This design comes from an exercise in tuning for a short achievable clock period and few clock cycles on the open sky130 flow, not from production work. Function was checked by simulation only, so behaviour that the tests miss may differ from the original. Power is estimated from default activity; no workload was simulated.

==> flow/design.v <==
module flz_decomp (
    input  wire        clk,
    input  wire        rst,         
    input  wire        start,
    input  wire        abort,
    input  wire [15:0] in_off,
    input  wire [15:0] in_len,
    output wire [15:0] in_addr,
    input  wire [7:0]  in_rdata,
    output wire        out_we,
    output wire [14:0] out_waddr,
    output wire [7:0]  out_wdata,
    output wire [14:0] out_raddr,
    input  wire [7:0]  out_rdata,
    output wire [1:0]  st,
    output reg  [1:0]  err,
    output reg  [2:0]  cause,
    output reg  [15:0] op
);
    localparam [1:0] ST_IDLE = 2'd0, ST_RUN = 2'd1, ST_DONE = 2'd2, ST_FAULT = 2'd3;
    localparam [1:0] E_NONE = 2'd0, E_UNSUPPORTED = 2'd1, E_CORRUPT = 2'd2;
    localparam [2:0] C_NONE = 3'd0, C_LEVEL = 3'd1, C_TRUNC_HDR = 3'd2, C_TRUNC_LIT = 3'd3,
                     C_TRUNC_MATCH = 3'd4, C_UNDERFLOW = 3'd5, C_OVERFLOW_LIT = 3'd6,
                     C_OVERFLOW_MATCH = 3'd7;
    localparam [2:0] P_CTRL = 3'd0,    
                     P_EXT  = 3'd1,    
                     P_LO   = 3'd2,    
                     P_CHK  = 3'd3,    
                     P_WAIT = 3'd4;    
    localparam [1:0] X_IDLE = 2'd0, X_LIT = 2'd1, X_COPY = 2'd2;
    localparam [1:0] D_LIT = 2'd0, D_MEM = 2'd1, D_H1 = 2'd2, D_H2 = 2'd3;
    reg  [1:0]  st_r;
    assign st = st_r;
    wire running = (st_r == ST_RUN);
    reg  [15:0] ip;           
    reg         iv;           
    reg  [2:0]  cred;         
    reg  [7:0]  q0, q1, q2, q3;
    reg  [1:0]  qw, qr;
    reg  [2:0]  qn;           
    wire        qne  = (qn != 3'd0);
    wire [7:0]  head = (qr == 2'd0) ? q0 : (qr == 2'd1) ? q1 : (qr == 2'd2) ? q2 : q3;
    wire        issue = running && (cred != 3'd0);
    assign in_addr = ip;
    reg  [2:0]  p_st;
    reg         first;
    reg  [15:0] left;         
    reg  [15:0] op_p;         
    reg  [15:0] space;        
    reg  [4:0]  p_hi;
    reg  [7:0]  p_lo;
    reg  [8:0]  p_n;
    reg  [1:0]  p_err;
    reg  [2:0]  p_cause;
    reg  [1:0]  x_mode;
    reg  [8:0]  x_cnt;
    reg         x_last;       
    reg  [14:0] x_rp;
    reg  [1:0]  x_dsel;
    wire        x_free = (x_mode == X_IDLE) || ((x_mode == X_COPY) && x_last);
    reg         d_v;
    reg  [1:0]  d_sel;
    reg  [7:0]  d_lit;
    reg         w_v;
    reg  [7:0]  w_data;
    reg  [7:0]  h2;
    assign out_raddr = x_rp;
    assign out_we    = w_v;
    assign out_waddr = op[14:0];
    assign out_wdata = w_data;
    wire [2:0]  c_len   = head[7:5];
    wire [5:0]  c_run   = {1'b0, head[4:0]} + 6'd1;
    wire        left_hi = (left[15:6] != 10'd0);
    wire        left_0  = (left == 16'd0);
    wire        tr_lit  = !left_hi && (left[5:0] <= c_run);
    wire        tr_sm   = !left_hi && (left[5:0] < 6'd2);
    wire        tr_lm   = !left_hi && (left[5:0] < 6'd3);
    wire        sp_hi   = (space[15:9] != 7'd0);
    wire        ov_lit  = !sp_hi && (space[8:0] < {3'd0, c_run});
    wire        ov_m    = !sp_hi && (space[8:0] < p_n);
    wire [12:0] ofs     = {p_hi, p_lo};
    wire [16:0] src     = {1'b0, op_p} + {4'b1111, ~ofs};
    wire        uflow   = src[16];
    wire        p_ctrl_ok = running && (p_st == P_CTRL) && (x_mode != X_LIT) && !left_0 && qne &&
                            !(first && c_len != 3'd0);
    wire        p_pop = p_ctrl_ok && ((c_len == 3'd0) ? (!tr_lit && !ov_lit && x_free) :
                                      (c_len == 3'd7) ? !tr_lm : !tr_sm)
                      || (running && (p_st == P_EXT || p_st == P_LO) && qne);
    wire        x_pop = (x_mode == X_LIT) && qne;
    wire        pop   = p_pop || x_pop;
    always @(posedge clk) begin
        if (rst || abort) begin
            st_r   <= ST_IDLE;
            err    <= E_NONE;
            cause  <= C_NONE;
            x_mode <= X_IDLE;
            d_v    <= 1'b0;
            w_v    <= 1'b0;
            iv     <= 1'b0;
            p_st   <= P_CTRL;
            if (rst) op <= 16'd0;
        end else begin
            iv <= issue;
            if (issue) ip <= ip + 16'd1;
            if (iv) begin
                case (qw)
                    2'd0: q0 <= in_rdata;
                    2'd1: q1 <= in_rdata;
                    2'd2: q2 <= in_rdata;
                    default: q3 <= in_rdata;
                endcase
                qw <= qw + 2'd1;
            end
            if (pop) begin
                qr   <= qr + 2'd1;
                left <= left - 16'd1;
            end
            qn   <= qn + {2'd0, iv} - {2'd0, pop};
            cred <= cred - {2'd0, issue} + {2'd0, pop};
            w_v <= d_v;
            if (d_v) begin
                case (d_sel)
                    D_LIT:   w_data <= d_lit;
                    D_MEM:   w_data <= out_rdata;
                    D_H1:    w_data <= w_data;
                    default: w_data <= h2;
                endcase
                h2 <= w_data;
            end
            if (w_v) op <= op + 16'd1;
            d_v <= 1'b0;
            case (x_mode)
                X_COPY: begin
                    d_v    <= 1'b1;
                    d_sel  <= x_dsel;
                    x_rp   <= x_rp + 15'd1;
                    x_cnt  <= x_cnt - 9'd1;
                    x_last <= (x_cnt == 9'd2);
                    if (x_last) x_mode <= X_IDLE;
                end
                X_LIT: begin
                    if (qne) begin
                        d_v    <= 1'b1;
                        d_sel  <= D_LIT;
                        d_lit  <= head;
                        x_cnt  <= x_cnt - 9'd1;
                        x_last <= (x_cnt == 9'd2);
                        if (x_last) x_mode <= X_IDLE;
                    end
                end
                default: ;
            endcase
            if (running) case (p_st)
                P_CTRL: begin
                    if (x_mode != X_LIT) begin
                        if (left_0) begin
                            p_err   <= first ? E_CORRUPT : E_NONE;
                            p_cause <= first ? C_TRUNC_HDR : C_NONE;
                            p_st    <= P_WAIT;
                        end else if (qne) begin
                            if (first && c_len != 3'd0) begin
                                p_err   <= E_UNSUPPORTED;
                                p_cause <= C_LEVEL;
                                p_st    <= P_WAIT;
                            end else if (c_len == 3'd0) begin
                                if (tr_lit) begin
                                    p_err   <= E_CORRUPT;
                                    p_cause <= C_TRUNC_LIT;
                                    p_st    <= P_WAIT;
                                end else if (ov_lit) begin
                                    p_err   <= E_CORRUPT;
                                    p_cause <= C_OVERFLOW_LIT;
                                    p_st    <= P_WAIT;
                                end else if (x_free) begin
                                    first  <= 1'b0;
                                    x_mode <= X_LIT;
                                    x_cnt  <= {3'd0, c_run};
                                    x_last <= (head[4:0] == 5'd0);
                                    op_p   <= op_p + {10'd0, c_run};
                                    space  <= space - {10'd0, c_run};
                                end
                            end else if (c_len == 3'd7) begin
                                if (tr_lm) begin
                                    p_err   <= E_CORRUPT;
                                    p_cause <= C_TRUNC_MATCH;
                                    p_st    <= P_WAIT;
                                end else begin
                                    first <= 1'b0;
                                    p_hi  <= head[4:0];
                                    p_st  <= P_EXT;
                                end
                            end else begin
                                if (tr_sm) begin
                                    p_err   <= E_CORRUPT;
                                    p_cause <= C_TRUNC_MATCH;
                                    p_st    <= P_WAIT;
                                end else begin
                                    first <= 1'b0;
                                    p_hi  <= head[4:0];
                                    p_n   <= {6'd0, c_len} + 9'd2;
                                    p_st  <= P_LO;
                                end
                            end
                        end
                    end
                end
                P_EXT: if (qne) begin
                    p_n  <= {1'b0, head} + 9'd9;
                    p_st <= P_LO;
                end
                P_LO: if (qne) begin
                    p_lo <= head;
                    p_st <= P_CHK;
                end
                P_CHK: begin
                    if (uflow) begin
                        p_err   <= E_CORRUPT;
                        p_cause <= C_UNDERFLOW;
                        p_st    <= P_WAIT;
                    end else if (ov_m) begin
                        p_err   <= E_CORRUPT;
                        p_cause <= C_OVERFLOW_MATCH;
                        p_st    <= P_WAIT;
                    end else if (x_free) begin
                        x_mode <= X_COPY;
                        x_cnt  <= p_n;
                        x_last <= 1'b0;             
                        x_rp   <= src[14:0];
                        x_dsel <= (ofs == 13'd0) ? D_H1 : (ofs == 13'd1) ? D_H2 : D_MEM;
                        op_p   <= op_p + {7'd0, p_n};
                        space  <= space - {7'd0, p_n};
                        p_st   <= P_CTRL;
                    end
                end
                default: begin    
                    if (x_mode == X_IDLE && !d_v) begin
                        st_r  <= (p_err == E_NONE) ? ST_DONE : ST_FAULT;
                        err   <= p_err;
                        cause <= p_cause;
                        p_st  <= P_CTRL;
                    end
                end
            endcase
            if (start && !running) begin
                st_r   <= ST_RUN;
                err    <= E_NONE;
                cause  <= C_NONE;
                op     <= 16'd0;
                ip     <= in_off;
                left   <= in_len;
                iv     <= 1'b0;
                cred   <= 3'd4;
                qw     <= 2'd0;
                qr     <= 2'd0;
                qn     <= 3'd0;
                first  <= 1'b1;
                op_p   <= 16'd0;
                space  <= 16'd32768;
                p_st   <= P_CTRL;
                x_mode <= X_IDLE;
                d_v    <= 1'b0;
                w_v    <= 1'b0;
            end
        end
    end
endmodule
==> flow/run.sh <==
#!/bin/bash
# synth_recipe.tcl (not shown) runs the flow's synth.tcl, then flattens the netlist and writes it again
# the make line also repeats each setting of config.mk as NAME=value (left out here)
make -C /OpenROAD-flow-scripts/flow DESIGN_CONFIG=/design/flow/config.mk WORK_HOME=/design/flow/orfs CLKGATE_MAP_FILE= SYNTH_SCRIPT=/design/flow/synth_recipe.tcl finish
==> flow/config.mk <==
export PLATFORM = sky130hd
export DESIGN_NAME = flz_decomp
export DESIGN_NICKNAME = flz_decomp
export VERILOG_FILES = /design/flow/design.v
export SDC_FILE = /design/flow/constraint.sdc
export NUM_CORES = 4
export LEC_CHECK = 0
export CAP_MARGIN = 20
export CORE_MARGIN = 2
export CORE_UTILIZATION = 40
export SETUP_SLACK_MARGIN = 4
export SLEW_MARGIN = 20
==> flow/constraint.sdc <==
create_clock -name core_clock -period 6.0 [get_ports {clk}]
set_input_delay 1.2000 -clock core_clock [delete_from_list [all_inputs] [get_ports {clk}]]
set_output_delay 1.2000 -clock core_clock [all_outputs]
set_load 0.01 [all_outputs]
==> results of run 1 <==
Yosys cell counts (9+ instances only):
library cell | count | area share
sky130_fd_sc_hd__a21o_1 | 13 | 0.0077
sky130_fd_sc_hd__a21oi_1 | 74 | 0.029
sky130_fd_sc_hd__and2_1 | 13 | 0.0064
sky130_fd_sc_hd__and3_1 | 21 | 0.010
sky130_fd_sc_hd__buf_4 | 16 | 0.0095
sky130_fd_sc_hd__clkbuf_1 | 37 | 0.011
sky130_fd_sc_hd__dfxtp_1 | 15 | 0.024
sky130_fd_sc_hd__edfxtp_1 | 203 | 0.48
sky130_fd_sc_hd__ha_1 | 68 | 0.067
sky130_fd_sc_hd__inv_1 | 82 | 0.024
sky130_fd_sc_hd__mux2i_1 | 28 | 0.022
sky130_fd_sc_hd__nand2_1 | 127 | 0.038
sky130_fd_sc_hd__nand3_1 | 28 | 0.011
sky130_fd_sc_hd__nand4_1 | 11 | 0.0054
sky130_fd_sc_hd__nor2_1 | 132 | 0.039
sky130_fd_sc_hd__nor2b_1 | 11 | 0.0054
sky130_fd_sc_hd__nor3_1 | 24 | 0.0095
sky130_fd_sc_hd__nor4_1 | 16 | 0.0079
sky130_fd_sc_hd__o21ai_0 | 82 | 0.032
sky130_fd_sc_hd__or3_1 | 9 | 0.0044
sky130_fd_sc_hd__xnor2_1 | 53 | 0.037
sky130_fd_sc_hd__xor2_1 | 45 | 0.031
state kept, by name, summed over array words and instances (netlist names), 3 cells and up:
signal	cells
q2	8
x_rp	15
space	16
p_cause	3
p_lo	8
p_n	9
q3	8
op	16
qn	3
ip	16
d_lit	8
p_st	3
cause	3
q0	8
cred	3
h2	8
x_cnt	9
left	16
q1	8
p_hi	5
op_p	16
w_data	8
final cells by class:
class | instances | area [um2]
sequential | 218 | 6410
clock buffer | 37 | 763
clock inverter | 11 | 111
timing repair buffer | 376 | 3510
timing repair inverter | 5 | 73.8
tap | 402 | 503
inverter | 83 | 353
fill | 2541 | 12600
multi-input combinational | 882 | 7070
layout by cell type (no fill, tap or decap), types with 11 or more instances in the layout:
cell type                         instances
sky130_fd_sc_hd__a21oi_1                 49
sky130_fd_sc_hd__mux2i_1                 20
sky130_fd_sc_hd__o21ai_0                 59
sky130_fd_sc_hd__a21o_1                  13
sky130_fd_sc_hd__buf_12                  19
sky130_fd_sc_hd__ha_1                    51
sky130_fd_sc_hd__a21oi_2                 19
sky130_fd_sc_hd__edfxtp_1               203
sky130_fd_sc_hd__clkbuf_16               33
sky130_fd_sc_hd__nor2_1                 122
sky130_fd_sc_hd__buf_6                   70
sky130_fd_sc_hd__inv_2                   12
sky130_fd_sc_hd__buf_4                  160
sky130_fd_sc_hd__nand4_1                 11
sky130_fd_sc_hd__nand3_1                 24
sky130_fd_sc_hd__xor2_1                  44
sky130_fd_sc_hd__and3_1                  13
sky130_fd_sc_hd__clkdlybuf4s50_1         48
sky130_fd_sc_hd__ha_4                    17
sky130_fd_sc_hd__inv_1                   66
sky130_fd_sc_hd__xnor2_1                 48
sky130_fd_sc_hd__buf_2                   59
sky130_fd_sc_hd__o21ai_1                 13
sky130_fd_sc_hd__nor3_1                  14
sky130_fd_sc_hd__nand2_1                120
repair_timing:
item / in CTS / in global routing
gates cloned: 14 / 7
buffers inserted: 167 / 62
endpoints found under the setup margin: 434 / 335
pin swaps: 56 / 48
resized for setup: 528 / 123
cell families (layout without fill, tap and decap cells):
| family | after synthesis | count (layout) |
|---|---|---|
| AOI/OAI and AO/OA | 237 | 239 |
| xor gates and xnor gates | 99 | 99 |
| adders and majority gates | 73 | 73 |
| buffers and inverters | 141 | 512 |
| DFF | 218 | 218 |
| muxes | 35 | 35 |
| and+or+nand+nor | 432 | 436 |
final timing paths:
check / end / slack, ps / cells after the start
worst min-delay path: h2[7] / 450 / 0
worst min register to register: h2[7] / 450 / 0
worst max register to register: op_p[13] / 1090 / 27
worst max-delay path: op_p[13] / 1090 / 27
per-stage QoR:
stage | total power, mW | area, um2 | util
floorplan | 2.02 | 13200 | -
global placement | 2.14 | 14600 | 0.465
detailed placement | 2.14 | 14600 | 0.465
CTS | 3.89 | 17600 | 0.561
global route | 4.08 | 18800 | 0.599
finish | 3.95 | 18800 | 0.599
metal layers:
metal | global-route usage | vias up
met5 | 0 | -
met4 | 0.0784 | 0
met3 | 0.0365 | 110
met2 | 0.364 | 411
met1 | 0.283 | 5249
li1 | - | 5150
worst reg2reg max path, cell delays in order (launching register included):
cell and delay (ps):
sky130_fd_sc_hd__edfxtp_1 470, sky130_fd_sc_hd__inv_2 140, sky130_fd_sc_hd__ha_4 150, sky130_fd_sc_hd__buf_6 100, sky130_fd_sc_hd__nor2_4 40, sky130_fd_sc_hd__buf_12 130
sky130_fd_sc_hd__a221oi_4 370, sky130_fd_sc_hd__and4_4 300, sky130_fd_sc_hd__nor2_4 50, sky130_fd_sc_hd__inv_2 80, sky130_fd_sc_hd__ha_4 200, sky130_fd_sc_hd__nand2_2 70
sky130_fd_sc_hd__buf_4 100, sky130_fd_sc_hd__nor2_1 30, sky130_fd_sc_hd__nand3b_1 70, sky130_fd_sc_hd__mux2_4 190, sky130_fd_sc_hd__nand4_1 130, sky130_fd_sc_hd__o211a_4 190
sky130_fd_sc_hd__buf_6 120, sky130_fd_sc_hd__buf_6 100, sky130_fd_sc_hd__buf_6 100, sky130_fd_sc_hd__buf_6 100, sky130_fd_sc_hd__buf_6 120, sky130_fd_sc_hd__or4_4 580
sky130_fd_sc_hd__a21boi_4 210, sky130_fd_sc_hd__buf_12 150, sky130_fd_sc_hd__o21a_4 190, sky130_fd_sc_hd__clkbuf_16 160
power breakdown:
part	internal (mW)	total, mW	switching [mW]
logic	0.308	0.604	0.296
registers	1.70	1.74	0.0326
clock network	0.968	1.61	0.639
==> out/qor_table.md, run 1 <==
| Stage | Metric | Reported |
| --- | --- | --- |
| status | Run status | no timing/DRC/antenna violations |
| setup path | Type of destination of the critical path | register |
| global route | Number of global-route vias before repair | 10,400 |
| flow run | Max Cap Viol | 0 |
| logic synthesis | Async S/R FF share, synth | 0 |
| timing | F_max | 203 MHz |
| setup path | Element type at the critical path start | register |
| logic synthesis | FF+latch count, synth | 218 |
| timing | Worst max-slew margin expressed relative to the limit | 0.274 |
| detailed routing | Met2 WL post-DR | 18,700 um |
| placement | Detailed placement HPWL | 22,500 um |
| cts | Maximum number of buffers from clock root to sink | 3 |
| finish | Post-route non-filler standard cell count | 2,014 |
| setup path | CP Data Arrival Time | 5170 ps |
| global route | Largest net degree at the start of global routing | 33 |
| timing | Worst hold margin | 449 ps |
| timing | Setup_tns | 0 ps |
| logic synthesis | Portion of netlist area occupied by mux cells | 0.0289 |
| placement | Weighted congestion at the end of routability-driven global placement | 0.901 |
| detailed routing | Vias after detailed routing | 10,900 |
| setup path | Cell with the largest stage delay on the worst path | sky130_fd_sc_hd__or4_4 |
| setup path | Start-to-end type of the worst setup path | reg2reg |
| logic synthesis | Mean instance size in the synthesized netlist | 10.3 um2 |
| power | Worst IR drop on VDD | 0.196 mV |
| detailed routing | Remaining antenna violation count | 0 |
| detailed routing | Routed wl met3 | 2620 um |
| cts | Clock buffers created by TritonCTS | 26 |
| timing | Crit share post-route | 0.819 |
| global route | Number of antenna violations at the first check in global routing | 0 |
| timing | Final hold vios | 0 |
| logic synthesis | Number of nets in the synthesized netlist | 1,360 |
| logic synthesis | Synthesized-area fraction occupied by ao, oa, aoi and oai cells | 0.114 |
| logic synthesis | Synthesized instance count | 1,235 |
| cts | Number of clock sinks | 218 |
| floorplan | Cell row count | 65 |
| floorplan | Die Width | 182 um |
| logic synthesis | Post-synthesis share of cell area spent on and, or, nand and nor gates | 0.161 |
| setup path | Beginning of the worst register-to-register path | qr[0] |
| detailed routing | Total DRC errors in the routed layout | 0 |
| detailed routing | Via density | 5.42 |
| finish | Antenna cell count | 0 |
| logic synthesis | Number of enable-type register cells in the synthesized netlist | 203 |
| setup path | Largest stage delay on the critical path | 580 ps |
| cts | H-tree depth | 1 |
| logic synthesis | Combinational family with the most area after synthesis | simple AND/OR/NAND/NOR gates |
| logic synthesis | Synth Area in XOR/XNOR | 0.0689 |
| setup path | Number of buffers and inverters on the critical path | 12 |
| floorplan | Vert. Die Dim | 182 um |
| cts | Hold_buf cts | 0 |
| logic synthesis | Distinct cells, synth | 68 |
| power | PD cells | 210 nW/um2 |
| timing | Final worst slack | 1090 ps |
| cts | Reg clk slew, reported paths | 60 ps |
| power | Leakage power | 7.35 nW |
| logic synthesis | Synth Warn # | 1 |
| finish | Layout cell share with drive strength beyond 1 | 0.367 |
| timing | Final Critical Period | 4910 ps |
| detailed routing | DRT iter0 DRCs | 1,033 |
| floorplan | Die area | 33,200 um2 |
| floorplan | Area of the placeable core | 31,400 um2 |
| cts | Clock insertion delay at the later pin of the skew report | 540 ps |
| timing | Finish-stage setup viols | 0 |
| detailed routing | Drt pass-1 iters | 6 |
| floorplan | Ports | 130 |
| min path | Worst min-delay path class | reg2reg |
| placement | Count of port buffers added during placement | 129 |
| logic synthesis | Top flip-flop cell by instance count after synthesis | sky130_fd_sc_hd__edfxtp_1 |
| global route | Total track usage | 0.217 |
| timing | Unrepaired setup endpoints after global routing | true |
| finish | Net count reported at finish | 1,717 |
| logic synthesis | Portion of the post-synthesis area used by sequential elements | 0.504 |
| detailed routing | Average wire length per cell after detail routing | 19.2 um |
| global route | First-pass GRT wire length | 56,500 um |
| setup path | CP Data Required Time | 6260 ps |
| cts | Clock tree from TritonCTS | done |
| setup path | Gate family responsible for the most delay along the worst path | buffers and inverters |
| placement | DP Cell Count | 1,715 |
| setup path | Crit-path most repeated cell | sky130_fd_sc_hd__buf_6 |
| cts | Cell at the root of the clock tree | sky130_fd_sc_hd__clkbuf_16 |
| detailed routing | Detailed-route wire length | 38,700 um |
| floorplan | Starting density of the core | 0.404 |
| detailed routing | Met1 Wirelength | 15,900 um |
| timing | Worst-margin pin slew | 1080 ps |
| timing | Post-route clock skew | 23.0 ps |
| setup path | Startpoint of the worst setup timing path | qr[0] |
| placement | Pre-CTS setup slack | 369 ps |
| logic synthesis | Synth Area in Adders | 0.0749 |
| min path | Worst hold start | w_data[7] |
| finish | Signed area change from the synthesized netlist to the final layout | 48.1% |
| logic synthesis | Summed instance area of the synthesized netlist | 12,700 um2 |
| setup path | Largest fanout of any net on the critical path | 6 |
| timing | Final number of max-transition violations | 0 |
| detailed routing | Highest routing layer actually used | met4 |
| global route | Residual overflow from global routing | 0 |
Testbench counts, summed over its fixed seeds: cycles 304,411.
==> run 2, diff against run 1 <==
--- a/flow/config.mk
+++ b/flow/config.mk
@@ -10,3 +10,2 @@
 export CORE_UTILIZATION = 40
-export SETUP_SLACK_MARGIN = 4
 export SLEW_MARGIN = 20
==> run 2 against run 1 <==
Still clean. Sequential power is essentially flat. Count of clock-buffer cells in the layout shrank 10. Cell count shrank 12%. Power shrank 3.7%. First-iteration DRC count shrank 33%. Cell area shrank 19%. Die area is the same. Via count shrank 13%. Clock power grew 6%. Synthesized area is the same. Largest cell class is now sequential cells. Highest routed layer unchanged.
==> out/qor_table.md, run 2 <==
| Stage | Metric | Reported | vs previous |
| --- | --- | --- | --- |
| power | Sw power | 893 uW | -7.7% |
| logic synthesis | Async S/R FF share, synth | 0 | unchanged |
| logic synthesis | Number of nets in the synthesized netlist | 1,360 | unchanged |
| placement | Pre-CTS setup slack | 209 ps | -159 ps |
| timing | Final Critical Period | 5550 ps | +632 ps |
| logic synthesis | Summed instance area of the synthesized netlist | 12,700 um2 | unchanged |
| placement | Detailed placement HPWL | 22,500 um | -0.35% |
| timing | F_max | 180 MHz | -11% |
| global route | Largest net degree at the start of global routing | 62 | +88% |
| global route | Total track usage | 0.182 | -0.0343 |
| cts | Reg clk slew, reported paths | 60 ps | about the same |
| power | Worst IR drop on VDD | 0.216 mV | +9.9% |
| logic synthesis | Cell accounting for the most synthesized area | sky130_fd_sc_hd__edfxtp_1 |  |
| logic synthesis | Synth Warn # | 1 | unchanged |
| global route | Number of antenna violations at the first check in global routing | 0 | unchanged |
| setup path | Largest fanout of any net on the critical path | 10 | +4 |
| placement | Instance area after placement | 14,300 um2 | -1.9% |
| detailed routing | Detailed-route wire length | 30,600 um | -21% |
| logic synthesis | Mean instance size in the synthesized netlist | 10.3 um2 | unchanged |
| power | PD cells | 249 nW/um2 | +18% |
| finish | Commonest non-fill, non-tap cell in the layout | sky130_fd_sc_hd__edfxtp_1 |  |
| logic synthesis | FF+latch count, synth | 218 | unchanged |
| floorplan | Starting density of the core | 0.404 | unchanged |
| detailed routing | DRT iter0 DRCs | 690 | -33% |
| detailed routing | Total DRC errors in the routed layout | 0 | unchanged |
| cts | Number of clock sinks | 218 | unchanged |
| min path | Worst min-delay path class | reg2reg |  |
| power | Overall power consumption | 3.80 mW | -3.7% |
| cts | Maximum number of buffers from clock root to sink | 3 | unchanged |
| power | Internal power of the cells | 2.91 mW | -2.4% |
| finish | Signed area change from the synthesized netlist to the final layout | 20.4% |  |
| logic synthesis | Yosys top cell area share | 0.480 | unchanged |
| logic synthesis | Top flip-flop cell by instance count after synthesis | sky130_fd_sc_hd__edfxtp_1 |  |
| floorplan | Area of the placeable core | 31,400 um2 | unchanged |
| timing | Setup_tns | 0 ps | unchanged |
| logic synthesis | Cells taking the most area after synthesis | sky130_fd_sc_hd__edfxtp_1 48%, sky130_fd_sc_hd__ha_1 6.7%, sky130_fd_sc_hd__nor2_1 3.9%, sky130_fd_sc_hd__nand2_1 3.8%, sky130_fd_sc_hd__xnor2_1 3.7% |  |
| cts | Cell at the root of the clock tree | sky130_fd_sc_hd__clkbuf_16 |  |
| timing | Crit share post-route | 0.924 | +0.105 |
| global route | Residual overflow from global routing | 0 | unchanged |
| status | Run status | no timing/DRC/antenna violations |  |
| power | Fraction of power consumed by sequential logic | 0.459 | +0.019 |
| power | Relative contribution of the clock network to total power | 0.448 | +0.041 |
| detailed routing | Via density | 5.34 | -1.6% |
| global route | First-pass GRT wire length | 48,400 um | -14% |
| placement | Count of port buffers added during placement | 129 | unchanged |
| timing | Unrepaired setup endpoints after global routing | false |  |
| detailed routing | Remaining antenna violation count | 0 | unchanged |
| timing | Post-route clock skew | 9.36 ps | -13.6 ps |
| placement | Weighted congestion at the end of routability-driven global placement | 0.875 | -2.9% |
| finish | Post-route cell area | 15,300 um2 | -19% |
| floorplan | Die area | 33,200 um2 | unchanged |
| timing | Final number of max-transition violations | 0 | unchanged |
| setup path | Element type at the critical path start | register |  |
| setup path | Beginning of the worst register-to-register path | qr[0] |  |
| floorplan | Vert. Die Dim | 182 um | unchanged |
| setup path | CP Data Required Time | 6270 ps | about the same |
| timing | Finish-stage setup viols | 0 | unchanged |
| finish | Antenna cell count | 0 | unchanged |
| power | Switching power as a share of total power | 0.235 | -0.0103 |
| logic synthesis | Most numerous cell types in the synthesized netlist | 203 x sky130_fd_sc_hd__edfxtp_1, 132 x sky130_fd_sc_hd__nor2_1, 127 x sky130_fd_sc_hd__nand2_1 |  |
| setup path | Startpoint of the worst setup timing path | qr[0] |  |
| finish | Layout cell share with drive strength beyond 1 | 0.0678 | -0.299 |
| setup path | Type of destination of the critical path | register |  |
| setup path | Start-to-end type of the worst setup path | reg2reg |  |
| finish | Top library cells by usage in the layout, fill and taps aside | 203 x sky130_fd_sc_hd__edfxtp_1, 132 x sky130_fd_sc_hd__nor2_1, 129 x sky130_fd_sc_hd__clkdlybuf4s50_1 |  |
| cts | Clock buffers created by TritonCTS | 26 | unchanged |
| logic synthesis | Synthesized instance count | 1,235 | unchanged |
| cts | Clock tree from TritonCTS | done |  |
| cts | Post-CTS setup-driven buffer insertion count | 0 | -100% |
| timing | Worst-margin pin slew | 997 ps | -84.3 ps |
| floorplan | Cell row count | 65 | unchanged |
| detailed routing | Vias after detailed routing | 9,467 | -13% |
| finish | Net count reported at finish | 1,477 | -14% |
| cts | H-tree depth | 1 | unchanged |
| detailed routing | Average wire length per cell after detail routing | 17.2 um | -10% |
| logic synthesis | Most numerous cell in the Yosys netlist | sky130_fd_sc_hd__edfxtp_1 |  |
| floorplan | Die Width | 182 um | unchanged |
| timing | Final hold vios | 0 | unchanged |
| logic synthesis | Portion of the post-synthesis area used by sequential elements | 0.504 | unchanged |
| floorplan | Ports | 130 | unchanged |
| global route | Number of global-route vias before repair | 9,079 | -13% |
| detailed routing | Drt pass-1 iters | 5 | -1 |
| power | Leakage power | 5.69 nW | -23% |
| timing | Worst max-slew margin expressed relative to the limit | 0.335 | +0.0617 |
| logic synthesis | Distinct cells, synth | 68 | unchanged |
| cts | Clock insertion delay at the later pin of the skew report | 530 ps | about the same |
| finish | Count of fill cells added during filler insertion | 2,911 | +15% |
| setup path | CP Data Arrival Time | 5820 ps | +650 ps |
| flow run | Max Cap Viol | 0 | unchanged |
| power | Proportion of power drawn by combinational gates | 0.093 | -0.060 |
| finish | Layout Utilization | 0.487 | -0.112 |
| min path | Worst hold start | w_data[1] |  |
| timing | Final worst slack | 454 ps | -632 ps |
| logic synthesis | Number of enable-type register cells in the synthesized netlist | 203 | unchanged |
run 2: cell counts after synthesis:
No cell type changed its count.
run 2: area by class of cell:
cell class / instances / area [um2] / area share
multi-input cells: 876 / 5700 / 0.373
clock buffers: 27 / 676 / 0.0442
flip-flops and latches: 218 / 6400 / 0.419
inverters: 83 / 312 / 0.0204
clock inverters: 21 / 262 / 0.0171
repair buffers: 147 / 1430 / 0.0934
well taps: 402 / 503 / 0.0329
run 2: cells by family (layout without fill, tap and decap cells):
family / count (synthesis) / count (layout) / synth area share
AO/OA/AOI/OAI: 237 / 237 / 0.114
XOR/XNOR: 99 / 99 / 0.0689
adder cells (fa/ha/maj): 73 / 73 / 0.0749
buffers and inverters: 141 / 278 / 0.0482
flip-flops: 218 / 218 / 0.504
multiplexers: 35 / 35 / 0.0289
AND/OR/NAND/NOR: 432 / 432 / 0.161
run 2: worst max-delay path, stage by stage (launching register included):
cell and delay [ps]:
sky130_fd_sc_hd__edfxtp_1 420, sky130_fd_sc_hd__inv_1 110, sky130_fd_sc_hd__ha_2 350, sky130_fd_sc_hd__mux2i_1 250, sky130_fd_sc_hd__a221o_1 300, sky130_fd_sc_hd__inv_2 140
sky130_fd_sc_hd__and4_1 240, sky130_fd_sc_hd__nor2_1 220, sky130_fd_sc_hd__inv_1 130, sky130_fd_sc_hd__ha_1 340, sky130_fd_sc_hd__nand2_1 80, sky130_fd_sc_hd__or4_1 410
sky130_fd_sc_hd__mux2_4 290, sky130_fd_sc_hd__o32ai_1 150, sky130_fd_sc_hd__o211a_1 280, sky130_fd_sc_hd__o31ai_1 130, sky130_fd_sc_hd__a21oi_2 250, sky130_fd_sc_hd__ha_1 260
sky130_fd_sc_hd__inv_1 50, sky130_fd_sc_hd__ha_1 130, sky130_fd_sc_hd__inv_1 50, sky130_fd_sc_hd__fa_1 370, sky130_fd_sc_hd__xor2_1 170, sky130_fd_sc_hd__xnor2_1 130
sky130_fd_sc_hd__nand2_1 60
run 2: what timing repair did:
action / in CTS / in global routing
resized for setup: 0 / 4
hold buffers: 0 / 0
endpoints found under the setup margin: 0 / 3
run 2: power by group through the flow:
stage	combinational, mW	clock (mW)	sequential, mW
after CTS	0.356	1.74	1.74
final	0.354	1.70	1.74
after floorplan	0.215	0	1.77
after detailed placement	0.354	0	1.78
after global routing	0.396	1.80	1.75
after global placement	0.348	0	1.77
run 2: per-layer routing:
metal,share of wire,wire [um],global-route usage
met1,0.47,14300,0.255
met3,0.050,1520,0.0255
met4,0.035,1060,0.0632
met2,0.45,13700,0.291
met5,0,0,0
run 2: final timing paths:
path | endpoint | slack [ps] | cells past startpoint
min reg2reg | h2[1] | 450 | 0
min | h2[1] | 450 | 0
max reg2reg | cred[2] | 450 | 24
max | cred[2] | 450 | 24
run 2: per-stage QoR:
step           instances  hold WS (ps)
2_1_floorplan       1235           454
3_3_place_gp        1726           438
3_5_place_dp        1726           443
4_1_cts             1774           446
5_1_grt             1774           464
6_report            1774           449

==> static timing again, ports no longer ideal <==
No port has a modelled driver above. Below, the same layouts with a new extraction and two added sets of constraints. Step 1 assumes that a clkbuf_16 drives the clock port and a buf_2 every other input. Step 2 times the ports against the registers' clock, not the clock port: input delays grow and output delays shrink by t, the midpoint of the rising clock arrivals with the driver on. a / b / c = ideal / step 1 / step 2; a / b = the first two.
run	t (ns)	setup WS [ns]	worst setup path at the end	clock arrival spread, ns	worst data-port slew with drivers (ns)
run 1	0.587	1.086 / 1.086 / 1.086	register to register	0.023 / 0.023	0.06
run 2	0.583	0.454 / 0.454 / 0.454	register to register	0.011 / 0.011	0.06
After both steps every run listed still meets setup and hold.
